From an optimization exercise on the open Yosys and OpenROAD flow, aimed at small area, a short achievable clock period and few clock cycles per item; shortcuts taken in it are not production practice. In this exercise RTL edits were held to simulation tests only and were not proved equivalent to the original. Power and IR drop assume default switching activity.

==> flow/design.v, too long to show whole: its modules and the start of the top module <==
// module fp32_mul: 90 lines
// module fp32_mul_dec: 18 lines
// module booth_enc: 47 lines
// module mul24cs: 1080 lines
// module fp32_add: 128 lines
// module pob_fx_tail: 318 lines
module pob_fx_tail (
    input  wire        clk,
    input  wire        rst,
    input  wire        cfg_we,
    input  wire [2:0]  cfg_addr,
    input  wire [31:0] cfg_wdata,
    input  wire        in_valid,
    output reg         in_ready,
    input  wire [31:0] in_l,
    input  wire [31:0] in_r,
    output reg         out_valid,
    input  wire        out_ready,
    output reg  [31:0] out_l,
    output reg  [31:0] out_r
);
  // ...
==> flow/run.sh <==
#!/bin/bash
# synth_recipe.tcl (not shown) runs the flow's synth.tcl, then flattens the netlist and writes it again
# the make line also repeats each setting of config.mk as NAME=value (left out here)
make -C /OpenROAD-flow-scripts/flow DESIGN_CONFIG=/design/flow/config.mk WORK_HOME=/design/flow/orfs CLKGATE_MAP_FILE= SYNTH_SCRIPT=/design/flow/synth_recipe.tcl finish
==> flow/config.mk <==
export PLATFORM = sky130hd
export DESIGN_NAME = pob_fx_tail
export DESIGN_NICKNAME = pob_fx_tail
export VERILOG_FILES = /design/flow/design.v
export SDC_FILE = /design/flow/constraint.sdc
export NUM_CORES = 4
export LEC_CHECK = 0
export CAP_MARGIN = 20
export CORE_MARGIN = 2
export CORE_UTILIZATION = 40
export SLEW_MARGIN = 20
==> flow/constraint.sdc <==
create_clock -name core_clock -period 17.0 [get_ports {clk}]
set_input_delay 3.4000 -clock core_clock [delete_from_list [all_inputs] [get_ports {clk}]]
set_output_delay 3.4000 -clock core_clock [all_outputs]
set_load 0.01 [all_outputs]
==> results.txt, run 1 <==
- The final-report setup violation count is 0.
- In the final layout, the share of cells above drive strength 1 is 8.722%.
- The flow ran to the end and the layout has no timing, DRC or antenna violations.
- The layout has 431 inverters outside the clock class.
- Before antenna repair, the detailed router went through 10 iterations.
- The count of flip-flops and latches is 1105.
- Global routing used 47.55% of the available met2 tracks.
- Each instance of the synthesized netlist takes up on average 8.836 um^2.
- The met1 demand-to-capacity share in global routing is 37.38%.
- The count of nets left with antenna violations once routing finished came out at 0.
- Walking the worst path, the cells encountered are buf_8 -> buf_4 -> buf_4 -> buf_4 -> nor4_1.
- The path type of the worst setup path is in2reg.
- Global routing consumed, on the met3 layer, 6.523% of the routing resources.
- The number of endpoints with negative hold slack in the final report came to 0.
- In this run, flip-flops and latches consume 28.8% of the power.
- Per report_power, the Sequential row totals 3.52 mW.
- The utilization after layout is 45.28%.
- The number of placed instances, taps included is 9900.
- The element type at the critical path end is a flip-flop.
- The via count normalized by instance count is 6.265.
- Summing the areas of all and, or, nand and nor instances in the mapped netlist gives 16.01% of the synthesized area.
- The number of buffers created by CTS is 130.
- The filler cell count is 16610.
- The post-synthesis mux area share is 5.035%.
- CTS built an H-tree with a depth of 4.
- The achievable clock frequency is 160.8 MHz.
- The leading power group is combinational cells.
- Non-clock buffers in the final layout number 372.
- The DRC violations left is 0.
- Dividing the detail-routed wire length by the instance count gives 26.91 um.
- The area of all sequential standard cells is 24700 um^2.
- The largest family of logic cells by synthesized area is compound AO/OA/AOI/OAI gates.
- The TritonCTS clock tree is done.
- The synthesized netlist devotes 20.52% of its cell area to compound gates.
- The most common cell in the synthesized netlist is nand2_1.
- The number of standard cells after synthesis is 7807.
- Routed signal wires occupy layers up through met5.
- The clock-cell share of area is 5.712%.
- The post-place instance area is 73180 um^2.
- The wire length on met3 is 26490 um.
Testbench counts, summed over its fixed seeds: cycles 51,328, frames 4,096.
==> module pob_fx_tail, before the edit <==
module pob_fx_tail (
    input  wire        clk,
    input  wire        rst,
    input  wire        cfg_we,
    input  wire [2:0]  cfg_addr,
    input  wire [31:0] cfg_wdata,
    input  wire        in_valid,
    output reg         in_ready,
    input  wire [31:0] in_l,
    input  wire [31:0] in_r,
    output reg         out_valid,
    input  wire        out_ready,
    output reg  [31:0] out_l,
    output reg  [31:0] out_r
);
    localparam [31:0] K_DC     = 32'h3f7eb852;   
    localparam [31:0] GAIN_RST = 32'h3f4ccccd;   
    reg [31:0] nb0, nb1, nb2, na1, na2, gain;
    reg        eq_on;
    function [31:0] clamp10;
        input [31:0] v;
        begin
            if (v[30:23] == 8'hff && v[22:0] != 23'd0)
                clamp10 = 32'h00000000;
            else if (v[30:0] > 31'h41200000)
                clamp10 = {v[31], 31'h41200000};
            else
                clamp10 = v;
        end
    endfunction
    function [31:0] clamp1;
        input [31:0] v;
        begin
            if (v[30:23] == 8'hff && v[22:0] != 23'd0)
                clamp1 = 32'h00000000;
            else if (v[30:0] > 31'h3f800000)
                clamp1 = {v[31], 31'h3f800000};
            else
                clamp1 = v;
        end
    endfunction
    reg [3:0]  sl;           
    reg        v0, v1;       
    reg        mo, mp;       
    reg [1:0]  pend;         
    wire [3:0] last = mo ? 4'd13 : 4'd7;
    wire       wrap = (sl == last);
    wire       acc  = in_valid & in_ready;
    wire       take = out_valid & out_ready;
    wire [3:0] sl_w   = wrap ? 4'd0 : sl + 4'd1;
    wire       v0_w   = v0 & ~wrap;
    wire       v1_w   = wrap ? v0 : v1;
    wire       mp_w   = wrap ? mo : mp;
    wire       last_w = (sl_w == last);
    always @(posedge clk) begin
        if (rst) begin
            sl       <= 4'd0;
            v0       <= 1'b0;
            v1       <= 1'b0;
            mo       <= 1'b0;
            mp       <= 1'b0;
            pend     <= 2'd0;
            in_ready <= 1'b0;
        end else begin
            if (acc) begin
                sl <= 4'd0;
                v0 <= 1'b1;
                v1 <= v0;
                mo <= eq_on;
                mp <= mo;
            end else begin
                sl <= sl_w;
                v0 <= v0_w;
                v1 <= v1_w;
                mp <= mp_w;
            end
            pend <= pend + {1'b0, acc} - {1'b0, take};
            in_ready <= ~acc & ~cfg_we & ~(pend[1] & ~take) &
                        ((last_w & (mo == eq_on)) | (~v0_w & ~v1_w));
        end
    end
    wire on0  = v0 &  mo;
    wire off0 = v0 & ~mo;
    wire on1  = v1 &  mp;
    wire off1 = v1 & ~mp;
    always @(posedge clk) begin
        if (rst) begin
            nb0   <= 32'd0;
            nb1   <= 32'd0;
            nb2   <= 32'd0;
            na1   <= 32'd0;
            na2   <= 32'd0;
            gain  <= GAIN_RST;
            eq_on <= 1'b0;
        end else if (cfg_we) begin
            case (cfg_addr)
                3'd0: nb0   <= cfg_wdata;
                3'd1: nb1   <= cfg_wdata;
                3'd2: nb2   <= cfg_wdata;
                3'd3: na1   <= cfg_wdata;
                3'd4: na2   <= cfg_wdata;
                3'd5: gain  <= cfg_wdata;
                3'd6: eq_on <= cfg_wdata[0];
                default: ;
            endcase
        end
    end
    localparam [6:0] P_NB0 = 7'h01, P_NB1 = 7'h02, P_K = 7'h04, P_NA1 = 7'h08,
                     P_GAIN = 7'h10, P_NA2 = 7'h20, P_NB2 = 7'h40;
    localparam [6:0] D_XL = 7'h40, D_XR = 7'h20, D_AR = 7'h10, D_Z1L = 7'h08,
                     D_Z1R = 7'h04, D_Y1L = 7'h02, D_Y1R = 7'h01;
    localparam [8:0] A_Z1L = 9'h100, A_Z1R = 9'h080, A_TL = 9'h040, A_TR = 9'h020,
                     A_AR = 9'h010, A_X1L = 9'h008, A_X1R = 9'h004, A_XL = 9'h002,
                     A_XR = 9'h001;
    localparam [4:0] B_MR = 5'h10, B_X1L = 5'h08, B_X1R = 5'h04, B_Z2L = 5'h02,
                     B_Z2R = 5'h01;
    function [28:0] sel_of;
        input       on;      
        input [3:0] s;       
        reg   [6:0] mp_, md;
        reg   [8:0] aa;
        reg   [4:0] ab;
        reg         ng;
        begin
            ng = 1'b0;
            if (on) begin
                case (s)
                    4'd0:  begin mp_ = P_NB0;  md = D_XL;  end
                    4'd1:  begin mp_ = P_NB0;  md = D_XR;  end
                    4'd2:  begin mp_ = P_NB1;  md = D_XL;  end
                    4'd3:  begin mp_ = P_NB1;  md = D_XR;  end
                    4'd4:  begin mp_ = P_GAIN; md = D_AR;  end
                    4'd5:  begin mp_ = P_GAIN; md = D_AR;  end
                    4'd6:  begin mp_ = P_NA1;  md = D_AR;  end
                    4'd7:  begin mp_ = P_NA1;  md = D_AR;  end
                    4'd8:  begin mp_ = P_NB2;  md = D_XL;  end
                    4'd9:  begin mp_ = P_NB2;  md = D_XR;  end
                    4'd10: begin mp_ = P_NA2;  md = D_Z1L; end
                    4'd11: begin mp_ = P_NA2;  md = D_Z1R; end
                    4'd12: begin mp_ = P_K;    md = D_Y1L; end
                    default: begin mp_ = P_K;  md = D_Y1R; end
                endcase
                case (s)
                    4'd1:  begin aa = A_X1L; ab = B_MR;  end              
                    4'd2:  begin aa = A_X1R; ab = B_MR;  end
                    4'd3:  begin aa = A_Z1L; ab = B_MR;  end              
                    4'd4:  begin aa = A_Z1R; ab = B_MR;  end
                    4'd5:  begin aa = A_TL;  ab = B_Z2L; ng = 1'b1; end   
                    4'd6:  begin aa = A_TR;  ab = B_Z2R; ng = 1'b1; end
                    4'd7:  begin aa = A_Z1L; ab = B_X1L; ng = 1'b1; end   
                    4'd8:  begin aa = A_Z1R; ab = B_X1R; ng = 1'b1; end
                    4'd9:  begin aa = A_TL;  ab = B_MR;  ng = 1'b1; end   
                    4'd10: begin aa = A_TR;  ab = B_MR;  ng = 1'b1; end
                    4'd12: begin aa = A_AR;  ab = B_Z2L; end              
                    4'd13: begin aa = A_AR;  ab = B_Z2R; end
                    default: begin aa = A_AR; ab = B_MR; end              
                endcase
            end else begin
                case (s[2:0])
                    3'd0:  begin mp_ = P_K;    md = D_Y1L; end
                    3'd1:  begin mp_ = P_K;    md = D_Y1R; end
                    3'd6:  begin mp_ = P_GAIN; md = D_AR;  end
                    3'd7:  begin mp_ = P_GAIN; md = D_AR;  end
                    default: begin mp_ = P_K;  md = D_Y1L; end            
                endcase
                case (s[2:0])
                    3'd0:  begin aa = A_XL;  ab = B_X1L; ng = 1'b1; end   
                    3'd1:  begin aa = A_XR;  ab = B_X1R; ng = 1'b1; end
                    default: begin aa = A_AR; ab = B_MR; end              
                endcase
            end
            sel_of = {ng, ab, aa, md, mp_};
        end
    endfunction
    reg  [28:0] sel;
    always @(posedge clk)
        sel <= acc ? sel_of(eq_on, 4'd0) : sel_of(mo, sl_w);
    wire [28:0] sn_w = sel_of(mo, sl_w);
    wire [31:0] pa_w = ({32{sn_w[0]}} & nb0) | ({32{sn_w[1]}} & nb1) | ({32{sn_w[2]}} & K_DC) |
                       ({32{sn_w[3]}} & na1) | ({32{sn_w[4]}} & gain) | ({32{sn_w[5]}} & na2) |
                       ({32{sn_w[6]}} & nb2);
    wire [31:0] pa_a = eq_on ? nb0 : K_DC;
    wire [50:0] pd_w, pd_a;
    fp32_mul_dec u_dec_w (.a(pa_w), .one(pd_w[12:0]), .two(pd_w[25:13]), .neg(pd_w[38:26]),
                          .ea(pd_w[46:39]), .sa(pd_w[47]), .a_zero(pd_w[48]),
                          .a_inf(pd_w[49]), .a_nan(pd_w[50]));
    fp32_mul_dec u_dec_a (.a(pa_a), .one(pd_a[12:0]), .two(pd_a[25:13]), .neg(pd_a[38:26]),
                          .ea(pd_a[46:39]), .sa(pd_a[47]), .a_zero(pd_a[48]),
                          .a_inf(pd_a[49]), .a_nan(pd_a[50]));
    reg  [50:0] pd;
    always @(posedge clk)
        pd <= acc ? pd_a : pd_w;
    reg  [31:0] mul_b, add_a, add_b;
    wire [31:0] mr, ar;      
    fp32_mul u_mul (.clk(clk), .a_one(pd[12:0]), .a_two(pd[25:13]), .a_neg(pd[38:26]),
                    .ea(pd[46:39]), .sa(pd[47]), .a_zero(pd[48]), .a_inf(pd[49]),
                    .a_nan(pd[50]), .b(mul_b), .y(mr));
    fp32_add u_add (.clk(clk), .a(add_a), .b(add_b), .y(ar));
    reg [31:0] x_l, x_r, z1_l, z1_r, z2_l, z2_r, x1_l, x1_r, y1_l, y1_r, t_l, t_r;
    wire        ng = sel[28];
    always @(*) begin
        mul_b = ({32{sel[13]}} & x_l)  | ({32{sel[12]}} & x_r)  | ({32{sel[11]}} & ar) |
                ({32{sel[10]}} & z1_l) | ({32{sel[9]}}  & z1_r) |
                ({32{sel[8]}}  & y1_l) | ({32{sel[7]}}  & y1_r);
        add_a = ({32{sel[22]}} & z1_l) | ({32{sel[21]}} & z1_r) |
                ({32{sel[20]}} & t_l)  | ({32{sel[19]}} & t_r)  | ({32{sel[18]}} & ar) |
                ({32{sel[17]}} & x1_l) | ({32{sel[16]}} & x1_r) |
                ({32{sel[15]}} & x_l)  | ({32{sel[14]}} & x_r);
        add_b = ({32{sel[27]}} & {mr[31] ^ ng, mr[30:0]}) |
                ({32{sel[26]}} & {x1_l[31] ^ ng, x1_l[30:0]}) |
                ({32{sel[25]}} & {x1_r[31] ^ ng, x1_r[30:0]}) |
                ({32{sel[24]}} & {z2_l[31] ^ ng, z2_l[30:0]}) |
                ({32{sel[23]}} & {z2_r[31] ^ ng, z2_r[30:0]});
    end
    reg [1:0] w_t;                       
    reg [1:0] w_z1, w_z1y, w_z10;        
    reg [1:0] w_z2, w_z2m, w_z20;        
    reg [1:0] w_x1, w_x1d, w_x1x;        
    reg [1:0] w_y1;                      
    localparam [1:0] WL = 2'b01, WR = 2'b10;
    always @(*) begin
        w_t = 2'b00; w_z1 = 2'b00; w_z1y = 2'b00; w_z10 = 2'b00;
        w_z2 = 2'b00; w_z2m = 2'b00; w_z20 = 2'b00;
        w_x1 = 2'b00; w_x1d = 2'b00; w_x1x = 2'b00; w_y1 = 2'b00;
        if (on0) begin
            case (sl)
                4'd5:  w_t   = WL;                       
                4'd6:  begin w_t = WR; w_z1y = WL; end   
                4'd7:  w_z1y = WR;
                4'd10: w_x1d = WL;                       
                4'd11: begin w_x1d = WR; w_t = WL; end   
                4'd12: w_t   = WR;
                4'd13: w_z2m = WL;                       
                default: ;
            endcase
        end
        if (on1) begin
            case (sl)
                4'd0:  w_z2m = WR;
                4'd1:  begin w_z1 = WL; w_x1 = WL; end   
                4'd2:  begin w_z1 = WR; w_x1 = WR; end
                4'd4:  w_y1  = WL;                       
                4'd5:  w_y1  = WR;
                4'd8:  w_z2  = WL;                       
                4'd9:  w_z2  = WR;
                default: ;
            endcase
        end
        if (off0) begin
            case (sl)
                4'd0:  begin w_x1x = WL; w_z10 = WL; w_z20 = WL; end   
                4'd1:  begin w_x1x = WR; w_z10 = WR; w_z20 = WR; end
                4'd6:  w_y1  = WL;                       
                4'd7:  w_y1  = WR;
                default: ;
            endcase
        end
    end
    wire [31:0] cl_ar = clamp10(ar);
    wire [31:0] cl_z1 = clamp10(w_x1[0] ? z1_l : z1_r);
    wire [31:0] cl_x  = clamp10(w_x1x[0] ? x_l : x_r);
    always @(posedge clk) begin
        if (rst) begin
            z1_l <= 32'd0; z1_r <= 32'd0;
            z2_l <= 32'd0; z2_r <= 32'd0;
            x1_l <= 32'd0; x1_r <= 32'd0;
            y1_l <= 32'd0; y1_r <= 32'd0;
        end else begin
            if (w_z1[0] | w_z1y[0] | w_z10[0]) z1_l <= w_z10[0] ? 32'd0 : w_z1y[0] ? ar : cl_ar;
            if (w_z1[1] | w_z1y[1] | w_z10[1]) z1_r <= w_z10[1] ? 32'd0 : w_z1y[1] ? ar : cl_ar;
            if (w_z2[0] | w_z2m[0] | w_z20[0]) z2_l <= w_z20[0] ? 32'd0 : w_z2m[0] ? mr : cl_ar;
            if (w_z2[1] | w_z2m[1] | w_z20[1]) z2_r <= w_z20[1] ? 32'd0 : w_z2m[1] ? mr : cl_ar;
            if (w_x1[0] | w_x1d[0] | w_x1x[0]) x1_l <= w_x1d[0] ? ar : w_x1x[0] ? cl_x : cl_z1;
            if (w_x1[1] | w_x1d[1] | w_x1x[1]) x1_r <= w_x1d[1] ? ar : w_x1x[1] ? cl_x : cl_z1;
            if (w_y1[0]) y1_l <= cl_ar;
            if (w_y1[1]) y1_r <= cl_ar;
        end
    end
    always @(posedge clk) begin
        if (w_t[0]) t_l <= mr;
        if (w_t[1]) t_r <= mr;
    end
    always @(posedge clk) begin
        if (in_ready) begin
            x_l <= in_l;
            x_r <= in_r;
        end
    end
    reg  [31:0] s_l, s_r;
    reg         sfull;
    wire [31:0] cl1 = clamp1(mr);
    wire wr_l = (on1 & (sl == 4'd7)) | (off1 & (sl == 4'd1));
    wire wr_r = (on1 & (sl == 4'd8)) | (off1 & (sl == 4'd2));
    always @(posedge clk) begin
        if (wr_l)
            s_l <= cl1;
        if (wr_r & out_valid & ~out_ready)
            s_r <= cl1;
        if (rst) begin
            out_valid <= 1'b0;
            sfull     <= 1'b0;
        end else if (wr_r) begin
            if (~out_valid | out_ready) begin
                out_l     <= s_l;
                out_r     <= cl1;
                out_valid <= 1'b1;
            end else
                sfull <= 1'b1;
        end else if (take) begin
            if (sfull) begin
                out_l <= s_l;
                out_r <= s_r;
                sfull <= 1'b0;
            end else
                out_valid <= 1'b0;
        end
    end
endmodule
==> run 2: changes to the inputs <==
--- a/flow/design.v
+++ b/flow/design.v
@@ -1446,27 +1446,26 @@
     wire off0 = v0 & ~mo;
     wire on1  = v1 &  mp;
     wire off1 = v1 & ~mp;
+    reg rst_q;
+    always @(posedge clk)
+        rst_q <= rst;
+    wire       cfg_w = cfg_we & ~rst;
+    wire [7:0] cfg_a = cfg_w ? (8'd1 << cfg_addr) : 8'd0;
     always @(posedge clk) begin
-        if (rst) begin
-            nb0   <= 32'd0;
-            nb1   <= 32'd0;
-            nb2   <= 32'd0;
-            na1   <= 32'd0;
-            na2   <= 32'd0;
-            gain  <= GAIN_RST;
-            eq_on <= 1'b0;
-        end else if (cfg_we) begin
-            case (cfg_addr)
-                3'd0: nb0   <= cfg_wdata;
-                3'd1: nb1   <= cfg_wdata;
-                3'd2: nb2   <= cfg_wdata;
-                3'd3: na1   <= cfg_wdata;
-                3'd4: na2   <= cfg_wdata;
-                3'd5: gain  <= cfg_wdata;
-                3'd6: eq_on <= cfg_wdata[0];
-                default: ;
-            endcase
-        end
+        if (cfg_a[0])   nb0   <= cfg_wdata;
+        else if (rst_q) nb0   <= 32'd0;
+        if (cfg_a[1])   nb1   <= cfg_wdata;
+        else if (rst_q) nb1   <= 32'd0;
+        if (cfg_a[2])   nb2   <= cfg_wdata;
+        else if (rst_q) nb2   <= 32'd0;
+        if (cfg_a[3])   na1   <= cfg_wdata;
+        else if (rst_q) na1   <= 32'd0;
+        if (cfg_a[4])   na2   <= cfg_wdata;
+        else if (rst_q) na2   <= 32'd0;
+        if (cfg_a[5])   gain  <= cfg_wdata;
+        else if (rst_q) gain  <= GAIN_RST;
+        if (cfg_a[6])   eq_on <= cfg_wdata[0];
+        else if (rst_q) eq_on <= 1'b0;
     end
     localparam [6:0] P_NB0 = 7'h01, P_NB1 = 7'h02, P_K = 7'h04, P_NA1 = 7'h08,
                      P_GAIN = 7'h10, P_NA2 = 7'h20, P_NB2 = 7'h40;
@@ -1623,7 +1622,7 @@
     wire [31:0] cl_z1 = clamp10(w_x1[0] ? z1_l : z1_r);
     wire [31:0] cl_x  = clamp10(w_x1x[0] ? x_l : x_r);
     always @(posedge clk) begin
-        if (rst) begin
+        if (rst_q) begin
             z1_l <= 32'd0; z1_r <= 32'd0;
             z2_l <= 32'd0; z2_r <= 32'd0;
             x1_l <= 32'd0; x1_r <= 32'd0;
==> results.txt, run 2 <==
- The path type of the worst setup path is in2reg (unchanged).
- The count of port buffers added during placement is 169 (unchanged).
- The vias after detailed routing was 61160 (was 63580).
- The reported leakage power is 28.81 nW (was 28.59 nW).
- The met3 global-route usage is 6.180% (was 6.523%).
- The transition time of the tightest slew-check pin is 1.212 ns (was 1.293 ns).
- The number of levels the H-tree was split into is 3 (was 4).
- The ratio of cells with drive above 1 in the final layout is 8.348% (was 8.722%).
- The antenna violation net count after detailed routing is 0 (unchanged).
- The number of antenna violations at the first check in global routing is 4 (was 8).
- The largest voltage drop on the vdd net was 124.8 uV (was 180.9 uV).
- The starting density of the core is 40.16% (was 40.21%).
- The fraction of post-synthesis cell area in the top cell type by area is 19.36% (was 24.64%).
- The worst hold-check path type was reg2reg (unchanged).
- Biggest area contributors in the synthesized netlist: edfxtp_1 19%, dfxtp_1 19%, fa_1 7.2% (was dfxtp_1 25%, edfxtp_1 11%, fa_1 7.3%).
- The DRC marker count from the first detailed-route iteration was 8160 (was 8897).
- The number of flip-flops in the largest register is 48 (unchanged).
- The headroom to the max-slew limit is 18.86% (was 13.70%).
- The dominant cell type by area after synthesis is edfxtp_1 (was dfxtp_1).
- The power per standard cell area is 151.6 nW/um^2 (was 157.3 nW/um^2).
- The post-place instance area is 73910 um^2 (was 73180 um^2).
- The global-route wire length before repair is 397600 um (was 402100 um).
- The number of placed instances, taps included was 9573 (was 9900).
- The global-route total usage across every layer is 29.40% (was 30.22%).
- The flop-to-flop setup slack is 10.88 ns (was 10.81 ns).
- The post-layout minimum cycle time is 6.139 ns (was 6.220 ns).
- The core area was 173400 um^2 (was 171500 um^2).
- The main flop type after synthesis is dfxtp_1 (unchanged).
- The library cell contributing the largest single delay on the critical path is nand3b_1 (was buf_4).
- The most common cell after layout, fill and taps aside is dfxtp_1 (was nand2_1).
- The logic depth of the worst register-to-register path came to 12 (unchanged).
- The number of diodes is 0 (was 7).
- Result of the run: finished clean (unchanged).
- The final setup skew came to 0.06888 ns (was 0.05295 ns).
- The chip width is 421.3 um (was 419.3 um).
- The number of slew-limit violations in the final report is 0 (unchanged).
- The end point of the critical path is gain[27]$_SDFFCE_PN1P_ (was x1_r[3]$_SDFFE_PP0P_).
- Highest-count cells in the layout ignoring fill and taps: 650 x dfxtp_1, 589 x nand2_1, 582 x a22oi_1 (was 1029 x nand2_1, 838 x dfxtp_1, 594 x a21oi_1).
- The filler cell count came to 16640 (was 16610).
- The number of buffers created by CTS is 121 (was 130).
- The source-to-sink clock delay at the later pin of the worst-skew pair is 0.81 ns (was 0.80 ns).
- The reg-to-reg critical path endpoint is x1_r[8]$_SDFFE_PP0P_ (was x1_r[15]$_SDFFE_PP0P_).
- The number of setup buffers added after CTS is 0 (unchanged).
- The average detailed-routed wire length per instance is 27.67 um (was 26.91 um).
- The number of distinct library cells after synthesis came to 109 (was 100).
- The number of ports placed on the die boundary is 170 (unchanged).
- The TritonCTS clock tree is done (unchanged).
- The count of non-filler cells in the finished layout is 9800 (was 10150).
- The DRC violations left is 0 (unchanged).
- The root buffer selected by CTS is clkbuf_16 (unchanged).
- The worst path setup slack after routing is 10.86 ns (was 10.78 ns).
- The pre-CTS setup slack is 10.04 ns (was 10.13 ns).
- The layout overhead on the synthesized area was 12.13% (was 12.59%).
- The utilization after layout is 45.03% (was 45.28%).
- The maximum number of pins on one net before global-route repair is 79 (was 132).
- The startpoint of the worst setup timing path is rst (unchanged).
- The kind of cell adding the most delay to the critical path is simple AND/OR/NAND/NOR gates (was buffers and inverters).
- The number of synthesized flops with an enable pin was 449 (was 256).
- The via count normalized by instance count is 6.241 (was 6.265).
- The count of nets after finishing is 7945 (was 8297).
- The cell area after synthesis is 69660 um^2 (was 68980 um^2).
- The estimated wirelength of the detail-placed design is 189500 um (was 183400 um).
- The required time reported for the critical path endpoint came to 17.43 ns (was 17.63 ns).
- The top register by number of flip-flops was u_mul.p1_s (unchanged).
- The share of flip-flops with an asynchronous set or reset after synthesis is 0% (unchanged).
- The clock-pin slew on the worst setup and hold paths is 0.07 ns (was 0.06 ns).
- The first-pass iteration count of the detailed router is 12 (was 10).
- The design area is 78100 um^2 (was 77670 um^2).
- The total global routing overflow is 0 (unchanged).
- The most frequently used cell type in the post-synthesis netlist is dfxtp_1 (was nand2_1).
- Largest registers in the final layout: u_mul.p1_s x48, pd x47, u_mul.p1_c x47 (unchanged).
- The clock sink total is 1106 (was 1105).
- The met2 capacity usage during global routing is 47.18% (was 47.55%).
- The number of endpoints with negative hold slack in the final report is 0 (unchanged).
- The number of gates resized after cts is 0 (unchanged).
- The achievable clock frequency came to 162.9 MHz (was 160.8 MHz).
- The combined buffer and inverter count along the critical path is 1 (was 4).
- The launching element type of the critical path is an input port (unchanged).
- The beginning of the worst register-to-register path was sl[0]$_SDFF_PP0_ (was sl[3]$_SDFF_PP0_).
- The synthesized area divided by synthesized cell count is 9.381 um^2 (was 8.836 um^2).
- The final-report setup violation count came to 0 (unchanged).
- The number of warnings issued by yosys is 3 (unchanged).
- The count of hold buffers inserted by post-cts repair is 0 (unchanged).
- The number of placement rows is 153 (was 152).
- The element type at the critical path end is a flip-flop (unchanged).
- The post-detailed-routing wire length came to 271200 um (was 273000 um).
- The count of cell instances traversed by the critical path is 4 (was 5).
- The met1 demand-to-capacity share in global routing is 36.09% (was 37.38%).
- The number of standard cells after synthesis is 7425 (was 7807).
- The biggest cell delay along the critical path is 0.84 ns (was 0.82 ns).
- The number of global-route vias before repair was 59350 (was 61550).
- Critical path, cell by cell: clkdlybuf4s50_1 -> nand3b_1 -> nor2_1 -> or2_2 (was buf_8 -> buf_4 -> buf_4 -> buf_4 -> nor4_1).
- The final cycle utilization of the critical path is 36.11% (was 36.59%).
- The highest net fanout along the worst path is 32 (was 131).
- The total die area is 177500 um^2 (was 175800 um^2).
- The arrival time reported for the critical path endpoint is 6.57 ns (was 6.84 ns).
- The proportion of synthesized chip area in sequential cells was 38.24% (was 35.78%).
- Top cells by instance count after synthesis: 657 x dfxtp_1, 592 x nand2_1, 582 x a22oi_1, 534 x nor2_1, 485 x clkbuf_1 (was 1031 x nand2_1, 849 x dfxtp_1, 599 x a21oi_1, 539 x a22oi_1, 519 x clkbuf_1).
- The setup TNS came to 0 ns (unchanged).
- The global placer's final weighted congestion is 1.010 (was 1.013).
- The maximum root-to-sink buffer count is 3 (unchanged).
- The flip-flop and latch count after synthesis is 1106 (was 1105).
- The peak-usage layer in the global routing report is met2 (unchanged).
- The vertical die dimension is 421.3 um (was 419.3 um).
- The number of max-capacitance violations reported is 0 (unchanged).
- Unrepaired setup endpoints after global routing: no (unchanged).
-- run 2: final cells by class --
| cell class | count | area, um^2 | area share (%) |
|---|---|---|---|
| Clock inverter | 70 | 847.1 | 1.085 |
| Multi-Input combinational cell | 5346 | 39550 | 50.63 |
| Sequential cell | 1106 | 26650 | 34.12 |
| Clock buffer | 156 | 3323 | 4.255 |
| Tap cell | 2325 | 2909 | 3.725 |
| Inverter | 419 | 1573 | 2.014 |
| Timing Repair Buffer | 378 | 3256 | 4.168 |
-- run 2: per-stage QoR --
step | hold WS, ns | power [mW]
3_5_place_dp | 0.3121 | 8.952
5_1_grt | 0.3107 | 12.44
2_1_floorplan | 0.3096 | 7.121
4_1_cts | 0.2896 | 11.74
3_3_place_gp | 0.3106 | 8.942
6_report | 0.2936 | 11.84
-- run 2: layer usage --
metal	routed length (um)	vias to the layer above	part of all wire, %
li1	-	26990	-
met1	103300	29730	38
met2	123500	3570	46
met3	24780	866	9.1
met4	19610	2	7.2
met5	20	-	0.0074
-- run 2: how the worst min path moves through the flow --
stage / end / slack, ns / start / depth (start not counted)
5_1_grt: u_add.p2_exp[5]$_DFF_P_ / 0.31 / u_add.p1_exp[5]$_DFF_P_ / 0
3_5_place_dp: u_add.p2_exp[4]$_DFF_P_ / 0.31 / u_add.p1_exp[4]$_DFF_P_ / 0
4_1_cts: u_add.p2_exp[4]$_DFF_P_ / 0.29 / u_add.p1_exp[4]$_DFF_P_ / 0
2_1_floorplan: u_add.p2_exp[0]$_DFF_P_ / 0.31 / u_add.p1_exp[0]$_DFF_P_ / 0
6_report: u_add.p2_exp[4]$_DFF_P_ / 0.29 / u_add.p1_exp[4]$_DFF_P_ / 0
3_3_place_gp: u_add.p2_exp[5]$_DFF_P_ / 0.31 / u_add.p1_exp[5]$_DFF_P_ / 0
-- run 2: kinds of logic (layout without fill, tap and decap cells) --
group	count (synthesis)	after routing	synth area share, %
and+or+nand+nor	2175	2175	15.23
AOI/OAI and AO/OA	2022	2022	20.31
DFF	1106	1106	38.24
buffers and inverters	974	1023	5.392
adders and majority gates	470	470	11.15
xor gates and xnor gates	445	445	5.615
muxes	232	232	4.052
other	1	2	0.005384
-- run 2: power by group --
| part | switching (mW) | total (mW) | internal, mW |
|---|---|---|---|
| logic | 3.64 | 5.59 | 1.95 |
| clock network | 1.17 | 2.77 | 1.60 |
| registers | 0.382 | 3.49 | 3.11 |
| total | 5.19 | 11.8 | 6.66 |
Testbench counts of run 2, summed over its fixed seeds: cycles 51,328, frames 4,096.
==> run 3: changes to the inputs <==
--- a/flow/design.v
+++ b/flow/design.v
@@ -1410,10 +1410,12 @@
     wire       wrap = (sl == last);
     wire       acc  = in_valid & in_ready;
     wire       take = out_valid & out_ready;
-    wire [3:0] sl_w   = wrap ? 4'd0 : sl + 4'd1;
     wire       v0_w   = v0 & ~wrap;
     wire       v1_w   = wrap ? v0 : v1;
     wire       mp_w   = wrap ? mo : mp;
+    wire       idle_w = ~v0_w & ~v1_w;
+    wire [3:0] sl_w   = (wrap | idle_w) ? 4'd0 : sl + 4'd1;
+    wire       mo_w   = idle_w ? eq_on : mo;
     wire       last_w = (sl_w == last);
     always @(posedge clk) begin
         if (rst) begin
@@ -1425,46 +1427,45 @@
             pend     <= 2'd0;
             in_ready <= 1'b0;
         end else begin
-            if (acc) begin
-                sl <= 4'd0;
-                v0 <= 1'b1;
-                v1 <= v0;
-                mo <= eq_on;
-                mp <= mo;
-            end else begin
-                sl <= sl_w;
-                v0 <= v0_w;
-                v1 <= v1_w;
-                mp <= mp_w;
-            end
+            sl <= sl_w;
+            mo <= mo_w;
+            mp <= mp_w;
+            v0 <= acc | v0_w;
+            v1 <= v1_w;
             pend <= pend + {1'b0, acc} - {1'b0, take};
-            in_ready <= ~acc & ~cfg_we & ~(pend[1] & ~take) &
-                        ((last_w & (mo == eq_on)) | (~v0_w & ~v1_w));
+            in_ready <= ~acc & ~cfg_we & ~cfg_wq & ~(pend[1] & ~take) &
+                        ((last_w & (mo == eq_on)) | idle_w);
         end
     end
     wire on0  = v0 &  mo;
     wire off0 = v0 & ~mo;
     wire on1  = v1 &  mp;
     wire off1 = v1 & ~mp;
-    reg rst_q;
-    always @(posedge clk)
-        rst_q <= rst;
-    wire       cfg_w = cfg_we & ~rst;
-    wire [7:0] cfg_a = cfg_w ? (8'd1 << cfg_addr) : 8'd0;
+    reg        rst_q;
+    reg        cfg_wq;
+    reg [2:0]  cfg_aq;
+    reg [31:0] cfg_dq;
     always @(posedge clk) begin
-        if (cfg_a[0])   nb0   <= cfg_wdata;
+        rst_q  <= rst;
+        cfg_wq <= cfg_we & ~rst;
+        cfg_aq <= cfg_addr;
+        cfg_dq <= cfg_wdata;
+    end
+    wire [7:0] cfg_a = cfg_wq ? (8'd1 << cfg_aq) : 8'd0;
+    always @(posedge clk) begin
+        if (cfg_a[0])   nb0   <= cfg_dq;
         else if (rst_q) nb0   <= 32'd0;
-        if (cfg_a[1])   nb1   <= cfg_wdata;
+        if (cfg_a[1])   nb1   <= cfg_dq;
         else if (rst_q) nb1   <= 32'd0;
-        if (cfg_a[2])   nb2   <= cfg_wdata;
+        if (cfg_a[2])   nb2   <= cfg_dq;
         else if (rst_q) nb2   <= 32'd0;
-        if (cfg_a[3])   na1   <= cfg_wdata;
+        if (cfg_a[3])   na1   <= cfg_dq;
         else if (rst_q) na1   <= 32'd0;
-        if (cfg_a[4])   na2   <= cfg_wdata;
+        if (cfg_a[4])   na2   <= cfg_dq;
         else if (rst_q) na2   <= 32'd0;
-        if (cfg_a[5])   gain  <= cfg_wdata;
+        if (cfg_a[5])   gain  <= cfg_dq;
         else if (rst_q) gain  <= GAIN_RST;
-        if (cfg_a[6])   eq_on <= cfg_wdata[0];
+        if (cfg_a[6])   eq_on <= cfg_dq[0];
         else if (rst_q) eq_on <= 1'b0;
     end
     localparam [6:0] P_NB0 = 7'h01, P_NB1 = 7'h02, P_K = 7'h04, P_NA1 = 7'h08,
@@ -1534,24 +1535,20 @@
             sel_of = {ng, ab, aa, md, mp_};
         end
     endfunction
+    wire [28:0] sn_w = sel_of(mo_w, sl_w);
     reg  [28:0] sel;
     always @(posedge clk)
-        sel <= acc ? sel_of(eq_on, 4'd0) : sel_of(mo, sl_w);
-    wire [28:0] sn_w = sel_of(mo, sl_w);
+        sel <= sn_w;
     wire [31:0] pa_w = ({32{sn_w[0]}} & nb0) | ({32{sn_w[1]}} & nb1) | ({32{sn_w[2]}} & K_DC) |
                        ({32{sn_w[3]}} & na1) | ({32{sn_w[4]}} & gain) | ({32{sn_w[5]}} & na2) |
                        ({32{sn_w[6]}} & nb2);
-    wire [31:0] pa_a = eq_on ? nb0 : K_DC;
-    wire [50:0] pd_w, pd_a;
-    fp32_mul_dec u_dec_w (.a(pa_w), .one(pd_w[12:0]), .two(pd_w[25:13]), .neg(pd_w[38:26]),
-                          .ea(pd_w[46:39]), .sa(pd_w[47]), .a_zero(pd_w[48]),
-                          .a_inf(pd_w[49]), .a_nan(pd_w[50]));
-    fp32_mul_dec u_dec_a (.a(pa_a), .one(pd_a[12:0]), .two(pd_a[25:13]), .neg(pd_a[38:26]),
-                          .ea(pd_a[46:39]), .sa(pd_a[47]), .a_zero(pd_a[48]),
-                          .a_inf(pd_a[49]), .a_nan(pd_a[50]));
+    wire [50:0] pd_w;
+    fp32_mul_dec u_dec (.a(pa_w), .one(pd_w[12:0]), .two(pd_w[25:13]), .neg(pd_w[38:26]),
+                        .ea(pd_w[46:39]), .sa(pd_w[47]), .a_zero(pd_w[48]),
+                        .a_inf(pd_w[49]), .a_nan(pd_w[50]));
     reg  [50:0] pd;
     always @(posedge clk)
-        pd <= acc ? pd_a : pd_w;
+        pd <= pd_w;
     reg  [31:0] mul_b, add_a, add_b;
     wire [31:0] mr, ar;      
     fp32_mul u_mul (.clk(clk), .a_one(pd[12:0]), .a_two(pd[25:13]), .a_neg(pd[38:26]),
@@ -1619,8 +1616,12 @@
         end
     end
     wire [31:0] cl_ar = clamp10(ar);
-    wire [31:0] cl_z1 = clamp10(w_x1[0] ? z1_l : z1_r);
-    wire [31:0] cl_x  = clamp10(w_x1x[0] ? x_l : x_r);
+    reg  [3:0]  cx;      
+    always @(posedge clk)
+        cx <= mo_w ? {2'b00, sl_w == 4'd2, sl_w == 4'd1} :
+                     {sl_w == 4'd1, sl_w == 4'd0, 2'b00};
+    wire [31:0] cl_x1 = clamp10(({32{cx[0]}} & z1_l) | ({32{cx[1]}} & z1_r) |
+                                ({32{cx[2]}} & x_l)  | ({32{cx[3]}} & x_r));
     always @(posedge clk) begin
         if (rst_q) begin
             z1_l <= 32'd0; z1_r <= 32'd0;
@@ -1632,8 +1633,8 @@
             if (w_z1[1] | w_z1y[1] | w_z10[1]) z1_r <= w_z10[1] ? 32'd0 : w_z1y[1] ? ar : cl_ar;
             if (w_z2[0] | w_z2m[0] | w_z20[0]) z2_l <= w_z20[0] ? 32'd0 : w_z2m[0] ? mr : cl_ar;
             if (w_z2[1] | w_z2m[1] | w_z20[1]) z2_r <= w_z20[1] ? 32'd0 : w_z2m[1] ? mr : cl_ar;
-            if (w_x1[0] | w_x1d[0] | w_x1x[0]) x1_l <= w_x1d[0] ? ar : w_x1x[0] ? cl_x : cl_z1;
-            if (w_x1[1] | w_x1d[1] | w_x1x[1]) x1_r <= w_x1d[1] ? ar : w_x1x[1] ? cl_x : cl_z1;
+            if (w_x1[0] | w_x1d[0] | w_x1x[0]) x1_l <= w_x1d[0] ? ar : cl_x1;
+            if (w_x1[1] | w_x1d[1] | w_x1x[1]) x1_r <= w_x1d[1] ? ar : cl_x1;
             if (w_y1[0]) y1_l <= cl_ar;
             if (w_y1[1]) y1_r <= cl_ar;
         end
@@ -1643,7 +1644,7 @@
         if (w_t[1]) t_r <= mr;
     end
     always @(posedge clk) begin
-        if (in_ready) begin
+        if (wrap | (~v0 & ~v1)) begin
             x_l <= in_l;
             x_r <= in_r;
         end
==> results.txt, run 3 <==
- The logic depth of the worst register-to-register path is 17 (was 12).
- The share of total power in combinational logic was 54.1% (was 47.2%).
- The share of total power in sequential cells is 26.2% (was 29.5%).
- The beginning of the worst register-to-register path is sel[22]$_SDFF_PN0_ (was sl[0]$_SDFF_PP0_).
- The number of gates resized after cts is 0 (unchanged).
- The most frequently used cell type in the post-synthesis netlist is dfxtp_1 (unchanged).
- The first-pass iteration count of the detailed router is 10 (was 12).
- The highest net fanout along the worst path was 32 (unchanged).
- The global-route wire length before repair was 380900 um (was 397600 um).
- The number of setup buffers added after CTS is 0 (unchanged).
- The post-layout minimum cycle time is 6.048 ns (was 6.139 ns).
- The clock power share is 19.6% (was 23.4%).
- Result of the run: finished clean (unchanged).
- The number of buffers created by CTS is 131 (was 121).
- The number of distinct library cells after synthesis is 102 (was 109).
- The path type of the worst setup path is reg2reg (was in2reg).
- The layout overhead on the synthesized area is 12.88% (was 12.13%).
- The number of warnings issued by yosys was 3 (unchanged).
- The final-report setup violation count came to 0 (unchanged).
- The core area is 169300 um^2 (was 173400 um^2).
- The setup TNS is 0 ns (unchanged).
- Unrepaired setup endpoints after global routing: no (unchanged).
- The cell area after synthesis was 68170 um^2 (was 69660 um^2).
- The power per standard cell area is 191.6 nW/um^2 (was 151.6 nW/um^2).
- The vertical die dimension is 416.8 um (was 421.3 um).
- Top cells by instance count after synthesis: 697 x dfxtp_1, 599 x a22oi_1, 591 x nand2_1, 571 x nor2_1, 451 x clkbuf_1 (was 657 x dfxtp_1, 592 x nand2_1, 582 x a22oi_1, 534 x nor2_1, 485 x clkbuf_1).
- The antenna violation net count after detailed routing came to 0 (unchanged).
- The dominant cell type by area after synthesis is dfxtp_1 (was edfxtp_1).
- The number of slew-limit violations in the final report is 0 (unchanged).
- The number of global-route vias before repair is 58100 (was 59350).
- The number of ports placed on the die boundary is 170 (unchanged).
- Biggest area contributors in the synthesized netlist: dfxtp_1 20%, edfxtp_1 20%, fa_1 7.4% (was edfxtp_1 19%, dfxtp_1 19%, fa_1 7.2%).
- The reported leakage power is 28.72 nW (was 28.81 nW).
- The TritonCTS clock tree is done (unchanged).
- The global-route total usage across every layer is 29.04% (was 29.40%).
- The reg-to-reg critical path endpoint is u_add.p1_sml[0]$_DFF_P_ (was x1_r[8]$_SDFFE_PP0P_).
- The estimated wirelength of the detail-placed design is 171900 um (was 189500 um).
- The launching element type of the critical path was a flip-flop (was input port).
- The flop-to-flop setup slack is 10.95 ns (was 10.88 ns).
- The achievable clock frequency came to 165.3 MHz (was 162.9 MHz).
- The arrival time reported for the critical path endpoint is 6.67 ns (was 6.57 ns).
- The transition time of the tightest slew-check pin is 1.238 ns (was 1.212 ns).
- The most common cell after layout, fill and taps aside was dfxtp_1 (unchanged).
- The worst path setup slack after routing is 10.95 ns (was 10.86 ns).
- The total design power is 14.75 mW (was 11.84 mW).
- The pre-CTS setup slack is 11.19 ns (was 10.04 ns).
- The root buffer selected by CTS is clkbuf_16 (unchanged).
- The total die area was 173700 um^2 (was 177500 um^2).
- The starting density of the core was 40.27% (was 40.16%).
- Largest registers in the final layout: u_mul.p1_s x48, pd x47, u_mul.p1_c x47 (unchanged).
- The count of hold buffers inserted by post-cts repair is 0 (unchanged).
- The maximum root-to-sink buffer count was 3 (unchanged).
- The post-detailed-routing wire length is 259600 um (was 271200 um).
- The number of max-capacitance violations reported is 0 (unchanged).
- The fraction of post-synthesis cell area in the top cell type by area is 20.47% (was 19.36%).
- The required time reported for the critical path endpoint was 17.62 ns (was 17.43 ns).
- The vias after detailed routing is 59210 (was 61160).
- The proportion of synthesized chip area in sequential cells is 40.25% (was 38.24%).
- The number of antenna violations at the first check in global routing came to 4 (unchanged).
- The element type at the critical path end is a flip-flop (unchanged).
- The number of flip-flops in the largest register is 48 (unchanged).
- The top register by number of flip-flops is u_mul.p1_s (unchanged).
- The total global routing overflow is 0 (unchanged).
- The number of levels the H-tree was split into is 4 (was 3).
- The end point of the critical path is u_add.p1_sml[0]$_DFF_P_ (was gain[27]$_SDFFCE_PN1P_).
- The worst hold path cell count is 0 (unchanged).
- The number of synthesized flops with an enable pin was 449 (unchanged).
- The via count normalized by instance count was 6.236 (was 6.241).
- The global placer's final weighted congestion is 0.9783 (was 1.010).
- The count of nets after finishing is 7738 (was 7945).
- The number of standard cells after synthesis is 7174 (was 7425).
- The synthesized area divided by synthesized cell count is 9.502 um^2 (was 9.381 um^2).
- The clock sink total was 1146 (was 1106).
- The headroom to the max-slew limit is 17.37% (was 18.86%).
- The worst hold-check path type is reg2reg (unchanged).
- The main flop type after synthesis is dfxtp_1 (unchanged).
- The net load switching power was 6.734 mW (was 5.187 mW).
- The DRC violations left came to 0 (unchanged).
- The ratio of cells with drive above 1 in the final layout is 8.259% (was 8.348%).
- The number of endpoints with negative hold slack in the final report was 0 (unchanged).
- The startpoint of the worst setup timing path is sel[22]$_SDFF_PN0_ (was rst).
- The worst hold-check slack came to 0.3245 ns (was 0.2936 ns).
- The share of flip-flops with an asynchronous set or reset after synthesis is 0% (unchanged).
- The internal power contribution is 8.013 mW (was 6.655 mW).
- The switching power as a share of total power is 45.66% (was 43.80%).
- The clock-pin slew on the worst setup and hold paths is 0.06 ns (was 0.07 ns).
- Highest-count cells in the layout ignoring fill and taps: 691 x dfxtp_1, 599 x a22oi_1, 589 x nand2_1 (was 650 x dfxtp_1, 589 x nand2_1, 582 x a22oi_1).
- The number of placement rows is 151 (was 153).
- The average detailed-routed wire length per instance came to 27.34 um (was 27.67 um).
- The largest voltage drop on the vdd net is 198.4 uV (was 124.8 uV).
- The source-to-sink clock delay at the later pin of the worst-skew pair is 0.81 ns (about the same).
- The final setup skew came to 0.06084 ns (was 0.06888 ns).
- The final cycle utilization of the critical path is 35.58% (was 36.11%).
- The chip width is 416.8 um (was 421.3 um).
- The DRC marker count from the first detailed-route iteration is 8701 (was 8160).
- The maximum number of pins on one net before global-route repair is 223 (was 79).
- The flip-flop and latch count after synthesis is 1146 (was 1106).
- The count of port buffers added during placement is 169 (unchanged).
## run 3: worst min-delay path by stage
stage,startpoint,end
after floorplan,u_add.p1_exp[0]$_DFF_P_,u_add.p2_exp[0]$_DFF_P_
after global placement,u_add.p1_exp[7]$_DFF_P_,u_add.p2_exp[7]$_DFF_P_
after detailed placement,u_add.p1_exp[2]$_DFF_P_,u_add.p2_exp[2]$_DFF_P_
after CTS,u_mul.p1_esum[5]$_DFF_P_,u_mul.p2_esum[5]$_DFF_P_
after global routing,u_add.p1_sign$_DFF_P_,u_add.p2_sign$_DFF_P_
final,u_mul.p1_esum[5]$_DFF_P_,u_mul.p2_esum[5]$_DFF_P_
## run 3: through the flow
step / cell area [um^2] / instances / utilization [%]
final: 76950 / 9496 / 45.46
after global routing: 76950 / 9495 / 45.46
after CTS: 76910 / 9493 / 45.44
after detailed placement: 72490 / 9252 / 42.82
after global placement: 72490 / 9252 / 42.82
after floorplan: 68170 / 7175 / -
## run 3: critical path, stage by stage (launching register included)
cell and delay [ns]:
dfxtp_1 0.30, buf_4 0.30, a222oi_1 0.44, nand3_1 0.10, a221oi_1 0.88, inv_1 0.27, fa_1 0.55, nand3b_1 0.23
a21oi_1 0.27, nand3_1 0.14, o211a_1 0.51, nor4_1 0.76, o21ai_0 0.14, o21ai_0 0.19, a21oi_1 0.11, nor3_1 0.29
a31o_2 0.26, o21ai_0 0.09
## run 3: cell type report
type                            instances  area, um^2
Inverter                              428        1607
Clock buffer                          178        3577
Tap cell                             2218        2775
Timing Repair Buffer                  382        3321
Sequential cell                      1146       27450
Clock inverter                         63       843.3
Multi-Input combinational cell       5080       37380
Antenna cell                            1       2.502
Fill cell                           16080       92330
## run 3: power groups by stage
stage | Sequential [mW] | Combinational, mW | Clock, mW
after detailed placement | 3.90 | 7.82 | 0
final | 3.87 | 7.98 | 2.90
after global placement | 3.90 | 7.75 | 0
after floorplan | 3.64 | 5.42 | 0
after CTS | 3.84 | 7.88 | 2.94
after global routing | 3.89 | 8.82 | 3.05
## run 3: metal layers
layer	vias up	part of all wire [%]	global-route usage [%]
met2	3591	45	46.17
met5	-	0.010	0
li1	25940	-	-
met3	892	9.9	6.696
met4	4	6.7	17.49
met1	28780	38	35.88
## run 3: cell families after synthesis
kind of cell	Yosys count	synth area share [%]
other	1	0.005501
AND/OR/NAND/NOR	2110	14.74
buffers and inverters	949	5.299
flip-flops	1146	40.25
multiplexers	190	3.480
XOR/XNOR	444	5.705
AO/OA/AOI/OAI	1868	19.20
adder cells (fa/ha/maj)	466	11.32
Testbench counts of run 3, summed over its fixed seeds: cycles 51,344, frames 4,096.
==> run 4: changes to the inputs <==
--- a/flow/config.mk
+++ b/flow/config.mk
@@ -7,5 +7,5 @@
 export LEC_CHECK = 0
 export CAP_MARGIN = 20
 export CORE_MARGIN = 2
-export CORE_UTILIZATION = 40
+export CORE_UTILIZATION = 60
 export SLEW_MARGIN = 20
==> results.txt, run 4 <==
- The top register by number of flip-flops is u_mul.p1_s (unchanged).
- The maximum root-to-sink buffer count is 3 (unchanged).
- The launching element type of the critical path is a flip-flop (unchanged).
- The core area is 112700 um^2 (was 169300 um^2).
- The most frequently used cell type in the post-synthesis netlist is dfxtp_1 (unchanged).
- The vias after detailed routing came to 60780 (was 59210).
- The number of distinct library cells after synthesis came to 102 (unchanged).
- The setup TNS came to 0 ns (unchanged).
- The proportion of synthesized chip area in sequential cells came to 40.25% (unchanged).
- The synthesized area divided by synthesized cell count is 9.502 um^2 (unchanged).
- The number of flip-flops in the largest register is 48 (unchanged).
- The worst path setup slack after routing is 11.26 ns (was 10.95 ns).
- Result of the run: finished clean (unchanged).
- The global placer's final weighted congestion is 1.020 (was 0.9783).
- The highest net fanout along the worst path came to 37 (was 32).
- The number of max-capacitance violations reported is 0 (unchanged).
- The number of endpoints with negative hold slack in the final report came to 0 (unchanged).
- The antenna violation net count after detailed routing is 0 (unchanged).
- The clock-pin slew on the worst setup and hold paths is 0.06 ns (about the same).
- The average detailed-routed wire length per instance came to 28.69 um (was 27.34 um).
- The root buffer selected by CTS is clkbuf_16 (unchanged).
- The chip width is 341.1 um (was 416.8 um).
- The total global routing overflow came to 0 (unchanged).
- The total design power is 14.71 mW (was 14.75 mW).
- The starting density of the core is 60.51% (was 40.27%).
- The share of total power in combinational logic is 54.5% (was 54.1%).
- The switching power as a share of total power came to 45.70% (was 45.66%).
- The count of port buffers added during placement is 169 (unchanged).
- The internal power contribution was 7.988 mW (was 8.013 mW).
- The first-pass iteration count of the detailed router is 12 (was 10).
- The logic depth of the worst register-to-register path is 14 (was 17).
- The fraction of post-synthesis cell area in the top cell type by area is 20.47% (unchanged).
- The number of levels the H-tree was split into was 3 (was 4).
- The ratio of cells with drive above 1 in the final layout is 8.400% (was 8.259%).
- The filler cell count is 8873 (was 16080).
- The transition time of the tightest slew-check pin is 1.311 ns (was 1.238 ns).
- The number of warnings issued by yosys is 3 (unchanged).
- The global-route wire length before repair came to 372700 um (was 380900 um).
- The pre-CTS setup slack is 11.33 ns (was 11.19 ns).
- The number of ports placed on the die boundary is 170 (unchanged).
- The total die area is 116300 um^2 (was 173700 um^2).
- The estimated wirelength of the detail-placed design was 165000 um (was 171900 um).
- The dominant cell type by area after synthesis is dfxtp_1 (unchanged).
- The arrival time reported for the critical path endpoint is 6.33 ns (was 6.67 ns).
- The reported leakage power is 28.64 nW (was 28.72 nW).
- Largest registers in the final layout: u_mul.p1_s x48, pd x47, u_mul.p1_c x47 (unchanged).
- The maximum number of pins on one net before global-route repair came to 197 (was 223).
- The cell area after synthesis is 68170 um^2 (unchanged).
- The beginning of the worst register-to-register path is u_add.p2_lz[0]$_SDFF_PP0_ (was sel[22]$_SDFF_PN0_).
- The achievable clock frequency is 174.2 MHz (was 165.3 MHz).
- Highest-count cells in the layout ignoring fill and taps: 689 x dfxtp_1, 599 x a22oi_1, 589 x nand2_1 (was 691 x dfxtp_1, 599 x a22oi_1, 589 x nand2_1).
- The number of global-route vias before repair is 59010 (was 58100).
- The via count normalized by instance count came to 6.939 (was 6.236).
- The number of gates resized after cts is 0 (unchanged).
- The clock power share is 19.0% (was 19.6%).
- The required time reported for the critical path endpoint is 17.59 ns (was 17.62 ns).
- The layout overhead on the synthesized area is 11.31% (was 12.88%).
- The global-route total usage across every layer was 42.39% (was 29.04%).
- The DRC marker count from the first detailed-route iteration came to 9697 (was 8701).
- The number of setup buffers added after CTS came to 0 (unchanged).
- The worst hold-check path type is reg2reg (unchanged).
- Top cells by instance count after synthesis: 697 x dfxtp_1, 599 x a22oi_1, 591 x nand2_1, 571 x nor2_1, 451 x clkbuf_1 (unchanged).
- The startpoint of the worst setup timing path is u_add.p2_lz[0]$_SDFF_PP0_ (was sel[22]$_SDFF_PN0_).
- The net load switching power was 6.723 mW (was 6.734 mW).
- The end point of the critical path is u_add.y[16]$_DFF_P_ (was u_add.p1_sml[0]$_DFF_P_).
- The number of synthesized flops with an enable pin is 449 (unchanged).
- The flip-flop and latch count after synthesis is 1146 (unchanged).
- The count of hold buffers inserted by post-cts repair was 0 (unchanged).
- The largest voltage drop on the vdd net is 320.8 uV (was 198.4 uV).
- The element type at the critical path end is a flip-flop (unchanged).
- The most common cell after layout, fill and taps aside is dfxtp_1 (unchanged).
- The final cycle utilization of the critical path was 33.77% (was 35.58%).
- The power per standard cell area is 193.9 nW/um^2 (was 191.6 nW/um^2).
- The main flop type after synthesis is dfxtp_1 (unchanged).
- The number of placed instances, taps included was 8526 (was 9252).
- The number of buffers created by CTS was 116 (was 131).
- The final-report setup violation count is 0 (unchanged).
- The number of antenna violations at the first check in global routing came to 7 (was 4).
- The count of nets after finishing was 7715 (was 7738).
- The reg-to-reg critical path endpoint is u_add.y[16]$_DFF_P_ (was u_add.p1_sml[0]$_DFF_P_).
- The clock sink total is 1146 (unchanged).
- The share of flip-flops with an asynchronous set or reset after synthesis was 0% (unchanged).
- The number of slew-limit violations in the final report came to 0 (unchanged).
- The DRC violations left was 0 (unchanged).
- Biggest area contributors in the synthesized netlist: dfxtp_1 20%, edfxtp_1 20%, fa_1 7.4% (unchanged).
- The final setup skew is 0.09054 ns (was 0.06084 ns).
- The flop-to-flop setup slack is 11.26 ns (was 10.95 ns).
- The number of standard cells after synthesis is 7174 (unchanged).
- Unrepaired setup endpoints after global routing: no (unchanged).
- The headroom to the max-slew limit was 12.59% (was 17.37%).
- The post-detailed-routing wire length is 251300 um (was 259600 um).
- The count of non-filler cells in the finished layout is 8760 (was 9496).
- The path type of the worst setup path is reg2reg (unchanged).
- The source-to-sink clock delay at the later pin of the worst-skew pair came to 0.77 ns (was 0.81 ns).
- The vertical die dimension is 341.1 um (was 416.8 um).
- The share of total power in sequential cells came to 26.4% (was 26.2%).
- The post-layout minimum cycle time is 5.741 ns (was 6.048 ns).
- The TritonCTS clock tree is done (unchanged).
- The number of placement rows came to 123 (was 151).
-- run 4: worst min path at each step --
| stage | from | cells after the start | end | slack (ns) |
|---|---|---|---|---|
| after global routing | u_add.p1_exp[1]$_DFF_P_ | 0 | u_add.p2_exp[1]$_DFF_P_ | 0.33 |
| after global placement | u_add.p1_sign$_DFF_P_ | 0 | u_add.p2_sign$_DFF_P_ | 0.31 |
| after floorplan | u_add.p1_exp[0]$_DFF_P_ | 0 | u_add.p2_exp[0]$_DFF_P_ | 0.31 |
| final | u_add.p1_sign$_DFF_P_ | 0 | u_add.p2_sign$_DFF_P_ | 0.31 |
| after detailed placement | u_add.p1_exp[1]$_DFF_P_ | 0 | u_add.p2_exp[1]$_DFF_P_ | 0.31 |
| after CTS | u_add.p1_sign$_DFF_P_ | 0 | u_add.p2_sign$_DFF_P_ | 0.30 |
-- run 4: critical path, cell delays in order, from the launching register on --
cell and delay [ns]:
dfxtp_2 0.99, ha_1 0.30, inv_1 0.05, fa_1 0.41
a21o_1 0.19, a21oi_1 0.21, xnor2_1 0.09, mux2i_1 0.71
nand4b_1 0.23, nor4bb_1 0.50, nand3_1 0.20, mux2_2 0.33
o211ai_1 0.23, nand4b_1 0.78, nor2_1 0.39
-- run 4: logic make-up after synthesis --
group	share of synthesized area, %
mux	3.480
xor+xnor	5.705
simple gates	14.74
other cells	0.005501
buf+inv	5.299
compound gates	19.20
flops	40.25
fa+ha+maj	11.32
-- run 4: routing by layer --
metal  routed length, um  GRT usage (%)  vias to the layer above  share of wire, %
li1                    -              -                    25880                 -
met1               91700          54.21                    29030                36
met2              107500          63.54                     4724                43
met3               34090          12.76                     1141                14
met4               17910          25.30                        6               7.1
met5                  70         0.1225                        -             0.028
-- run 4: power groups by stage --
stage                     clock, mW  combinational [mW]  sequential [mW]
after floorplan                   0                5.42             3.64
after global placement            0                7.58             3.91
final                          2.80                8.02             3.89
after global routing           2.92                8.77             3.91
after CTS                      2.81                7.82             3.86
after detailed placement          0                7.72             3.91
-- run 4: layout make-up --
type | instances | area, um^2 | share of cell area (%)
multi-input cells | 5080 | 37400 | 49.29
flip-flops and latches | 1146 | 27450 | 36.18
clock buffers | 166 | 3462 | 4.563
repair buffers | 374 | 3263 | 4.300
well taps | 1500 | 1877 | 2.473
inverters | 428 | 1608 | 2.119
clock inverters | 56 | 792.0 | 1.044
diodes | 10 | 25.02 | 0.03298
-- run 4: stage by stage --
| step | hold WS (ns) | area (um^2) | util, % |
|---|---|---|---|
| after floorplan | 0.3096 | 68170 | - |
| after global placement | 0.3119 | 71550 | 63.51 |
| after detailed placement | 0.3121 | 71550 | 63.52 |
| after CTS | 0.3031 | 75810 | 67.29 |
| after global routing | 0.3271 | 75860 | 67.34 |
| final | 0.3141 | 75880 | 67.36 |
==> run 5: changes to the inputs <==
--- a/flow/design.v
+++ b/flow/design.v
@@ -1409,7 +1409,8 @@
     wire [3:0] last = mo ? 4'd13 : 4'd7;
     wire       wrap = (sl == last);
     wire       acc  = in_valid & in_ready;
-    wire       take = out_valid & out_ready;
+    reg        ov_n;         
+    wire       take = ~ov_n & out_ready;
     wire       v0_w   = v0 & ~wrap;
     wire       v1_w   = wrap ? v0 : v1;
     wire       mp_w   = wrap ? mo : mp;
@@ -1657,16 +1658,18 @@
     always @(posedge clk) begin
         if (wr_l)
             s_l <= cl1;
-        if (wr_r & out_valid & ~out_ready)
+        if (wr_r & ~ov_n & ~out_ready)
             s_r <= cl1;
         if (rst) begin
             out_valid <= 1'b0;
+            ov_n      <= 1'b1;
             sfull     <= 1'b0;
         end else if (wr_r) begin
-            if (~out_valid | out_ready) begin
+            if (ov_n | out_ready) begin
                 out_l     <= s_l;
                 out_r     <= cl1;
                 out_valid <= 1'b1;
+                ov_n      <= 1'b0;
             end else
                 sfull <= 1'b1;
         end else if (take) begin
@@ -1674,8 +1677,10 @@
                 out_l <= s_l;
                 out_r <= s_r;
                 sfull <= 1'b0;
-            end else
+            end else begin
                 out_valid <= 1'b0;
+                ov_n      <= 1'b1;
+            end
         end
     end
 endmodule
--- a/flow/config.mk
+++ b/flow/config.mk
@@ -7,5 +7,5 @@
 export LEC_CHECK = 0
 export CAP_MARGIN = 20
 export CORE_MARGIN = 2
-export CORE_UTILIZATION = 60
+export CORE_UTILIZATION = 40
 export SLEW_MARGIN = 20
==> results.txt, run 5 <==
- Critical path, cell by cell: buf_4 -> a222oi_1 -> nand3_1 -> a221oi_1 -> inv_1 -> ha_1 -> a21oi_1 -> o21ai_0 -> a221o_1 -> a2111oi_0 -> o21ai_0 -> o21a_1 -> nor4_1 -> a21oi_1 -> o31ai_1 -> nand3_1 -> a221o_1 (was ha_1 -> inv_1 -> fa_1 -> a21o_1 -> a21oi_1 -> xnor2_1 -> mux2i_1 -> nand4b_1 -> nor4bb_1 -> nand3_1 -> mux2_2 -> o211ai_1 -> nand4b_1 -> nor2_1).
- The library cell contributing the largest single delay on the critical path is nor4_1 (was dfxtp_2).
- The achievable clock frequency is 170.4 MHz (was 174.2 MHz).
- Result of the run: finished clean (unchanged).
- The vertical die dimension is 417.6 um (was 341.1 um).
- The core area is 169700 um^2 (was 112700 um^2).
- The global placer's final weighted congestion is 0.9693 (was 1.020).
- The number of gates resized after cts was 0 (unchanged).
- The total global routing overflow is 0 (unchanged).
- Unrepaired setup endpoints after global routing: no (unchanged).
- The worst hold-check slack came to 0.3254 ns (was 0.3141 ns).
- The global-route total usage across every layer was 28.31% (was 42.39%).
- The count of port buffers added during placement came to 169 (unchanged).
- The largest voltage drop on the vdd net is 154.6 uV (was 320.8 uV).
- The estimated wirelength of the detail-placed design is 170500 um (was 165000 um).
- The dominant cell type by area after synthesis is dfxtp_1 (unchanged).
- The number of ports placed on the die boundary is 170 (unchanged).
- The main flop type after synthesis is dfxtp_1 (unchanged).
- The number of placed instances, taps included is 9271 (was 8526).
- Largest registers in the final layout: u_mul.p1_s x48, pd x47, u_mul.p1_c x47 (unchanged).
- The number of standard cells after synthesis is 7217 (was 7174).
- The vias after detailed routing is 58800 (was 60780).
- The number of synthesized flops with an enable pin is 449 (unchanged).
- The post-place instance area is 72570 um^2 (was 71550 um^2).
- The via count normalized by instance count is 6.178 (was 6.939).
- The beginning of the worst register-to-register path was sel[21]$_SDFF_PN0_ (was u_add.p2_lz[0]$_SDFF_PP0_).
- Biggest area contributors in the synthesized netlist: dfxtp_1 20%, edfxtp_1 20%, fa_1 7.4% (unchanged).
- The setup TNS is 0 ns (unchanged).
- The final cycle utilization of the critical path is 34.52% (was 33.77%).
- The count of nets after finishing came to 7759 (was 7715).
- The number of flip-flops in the largest register came to 48 (unchanged).
- The starting density of the core is 40.33% (was 60.51%).
- The number of levels the H-tree was split into is 4 (was 3).
- The beginning of the worst hold path is u_mul.p1_spec[1]$_SDFF_PP0_ (was u_add.p1_sign$_DFF_P_).
- The number of antenna violations at the first check in global routing is 8 (was 7).
- The post-layout minimum cycle time is 5.868 ns (was 5.741 ns).
- The TritonCTS clock tree is done (unchanged).
- The number of placement rows is 151 (was 123).
- The clock-pin slew on the worst setup and hold paths was 0.06 ns (about the same).
- The biggest cell delay along the critical path is 0.70 ns (was 0.99 ns).
- The number of buffers created by CTS was 132 (was 116).
- The ratio of cells with drive above 1 in the final layout was 8.593% (was 8.400%).
- The final setup skew is 0.06911 ns (was 0.09054 ns).
- The headroom to the max-slew limit is 15.58% (was 12.59%).
- The transition time of the tightest slew-check pin was 1.266 ns (was 1.311 ns).
- The count of hold buffers inserted by post-cts repair is 0 (unchanged).
- The startpoint of the worst setup timing path is sel[21]$_SDFF_PN0_ (was u_add.p2_lz[0]$_SDFF_PP0_).
- Top cells by instance count after synthesis: 698 x dfxtp_1, 640 x a22oi_1, 624 x nand2_1, 588 x nor2_1, 468 x clkbuf_1 (was 697 x dfxtp_1, 599 x a22oi_1, 591 x nand2_1, 571 x nor2_1, 451 x clkbuf_1).
- The global-route wire length before repair is 374700 um (was 372700 um).
- The chip width was 417.6 um (was 341.1 um).
- The maximum number of pins on one net before global-route repair was 87 (was 197).
- The number of max-capacitance violations reported came to 0 (unchanged).
- Highest-count cells in the layout ignoring fill and taps: 692 x dfxtp_1, 640 x a22oi_1, 622 x nand2_1 (was 689 x dfxtp_1, 599 x a22oi_1, 589 x nand2_1).
- The launching element type of the critical path is a flip-flop (unchanged).
- The most frequently used cell type in the post-synthesis netlist is dfxtp_1 (unchanged).
- The share of flip-flops with an asynchronous set or reset after synthesis was 0% (unchanged).
- The number of setup buffers added after CTS is 0 (unchanged).
- The kind of cell adding the most delay to the critical path was compound AO/OA/AOI/OAI gates (was simple AND/OR/NAND/NOR gates).
- The number of endpoints with negative hold slack in the final report came to 0 (unchanged).
- The synthesized area divided by synthesized cell count is 9.481 um^2 (was 9.502 um^2).
- The cell area after synthesis is 68420 um^2 (was 68170 um^2).
- The first-pass iteration count of the detailed router is 11 (was 12).
- The path type of the worst setup path is reg2reg (unchanged).
- The flip-flop and latch count after synthesis is 1147 (was 1146).
- The DRC marker count from the first detailed-route iteration is 8337 (was 9697).
- The reported leakage power is 28.82 nW (was 28.64 nW).
- The clock sink total is 1147 (was 1146).
- The count of non-filler cells in the finished layout came to 9518 (was 8760).
- The total die area is 174400 um^2 (was 116300 um^2).
- The final-report setup violation count was 0 (unchanged).
- The number of slew-limit violations in the final report is 0 (unchanged).
## run 5: cell count changes after synthesis, sizes merged, moves of 17 or more
cell / before / now
a22oi: 599 / 640
nand2: 591 / 624
nand4: 75 / 58
a21oi: 364 / 337
mux2i: 97 / 72
nand2b: 53 / 36
## run 5: path summary, 6_finish.rpt
| path | end | slack, ns | cells past startpoint |
|---|---|---|---|
| worst min-delay path | u_mul.p2_spec[1]$_DFF_P_ | 0.33 | 0 |
| worst max register to register | u_add.p1_sml[0]$_DFF_P_ | 11.13 | 17 |
| worst min register to register | u_mul.p2_spec[1]$_DFF_P_ | 0.33 | 0 |
| worst max-delay path | u_add.p1_sml[0]$_DFF_P_ | 11.13 | 17 |
## run 5: final cells by class
class | count | area [um^2]
Antenna cell | 3 | 7.507
Clock buffer | 183 | 3700
Clock inverter | 58 | 855.8
Fill cell | 16100 | 92430
Inverter | 416 | 1562
Multi-Input combinational cell | 5115 | 37550
Sequential cell | 1147 | 27470
Tap cell | 2218 | 2775
Timing Repair Buffer | 378 | 3313
## run 5: routing by layer
metal	wire, um	GRT usage [%]	up-vias
li1	-	-	26030
met1	95630	35.00	28490
met2	115800	45.33	3450
met3	24450	6.241	834
met4	16850	16.77	2
met5	13	0	-
## run 5: cells by family (layout without fill, tap and decap cells)
| kind of cell | count (synthesis) | count (layout) | synth area share [%] |
|---|---|---|---|
| simple gates | 2164 | 2164 | 15.08 |
| compound gates | 1872 | 1872 | 19.19 |
| flops | 1147 | 1147 | 40.13 |
| buf+inv | 956 | 1035 | 5.427 |
| fa+ha+maj | 466 | 466 | 11.28 |
| xor+xnor | 438 | 438 | 5.607 |
| mux | 173 | 173 | 3.275 |
| other cells | 1 | 5 | 0.005481 |
## run 5: where the power goes
part | switching (mW) | internal, mW
clock | 1.24 | 1.71
sequential | 0.453 | 3.40
combinational | 4.99 | 2.99
## run 5: through the flow
stage               total power, mW  worst slack (ns)
finish                        14.78             11.13
floorplan                     9.137             8.091
CTS                           14.69             11.35
global route                  15.82             10.86
global placement              11.61             11.38
detailed placement            11.71             11.35
Testbench counts of run 5, summed over its fixed seeds: cycles 51,344, frames 4,096.

[separate check: timing with driven ports]
In the flow no input, the clock included, has a driving cell. The finished layouts below were timed again as built, in two steps.
Step 1 assumes that a clkbuf_16 drives the clock port and a buf_2 every other input.
Step 2 times the ports against the registers' clock, not the clock port: input delays grow and output delays shrink by t, the midpoint of the rising clock arrivals with the driver on.
Slacks: ideal / step 1 / step 2; pairs: ideal / step 1.
run | t, ns | slack for setup (ns) | hold slack, ns
run 1 | 0.869 | 10.781 / 10.810 / 9.954 | 0.322 / 0.322 / 0.322
run 2 | 0.854 | 10.861 / 10.876 / 10.065 | 0.294 / 0.294 / 0.294
run 3 | 0.871 | 10.952 / 10.952 / 10.952 | 0.325 / 0.325 / 0.325
run 4 | 0.802 | 11.259 / 11.259 / 11.259 | 0.314 / 0.314 / 0.314
run 5 | 0.865 | 11.132 / 11.132 / 11.132 | 0.325 / 0.325 / 0.325
After both steps setup and hold are still met in every run listed. The setup slack of run 1, which loses most, moves by +0.029 ns with the drivers and by -0.827 ns with both steps.
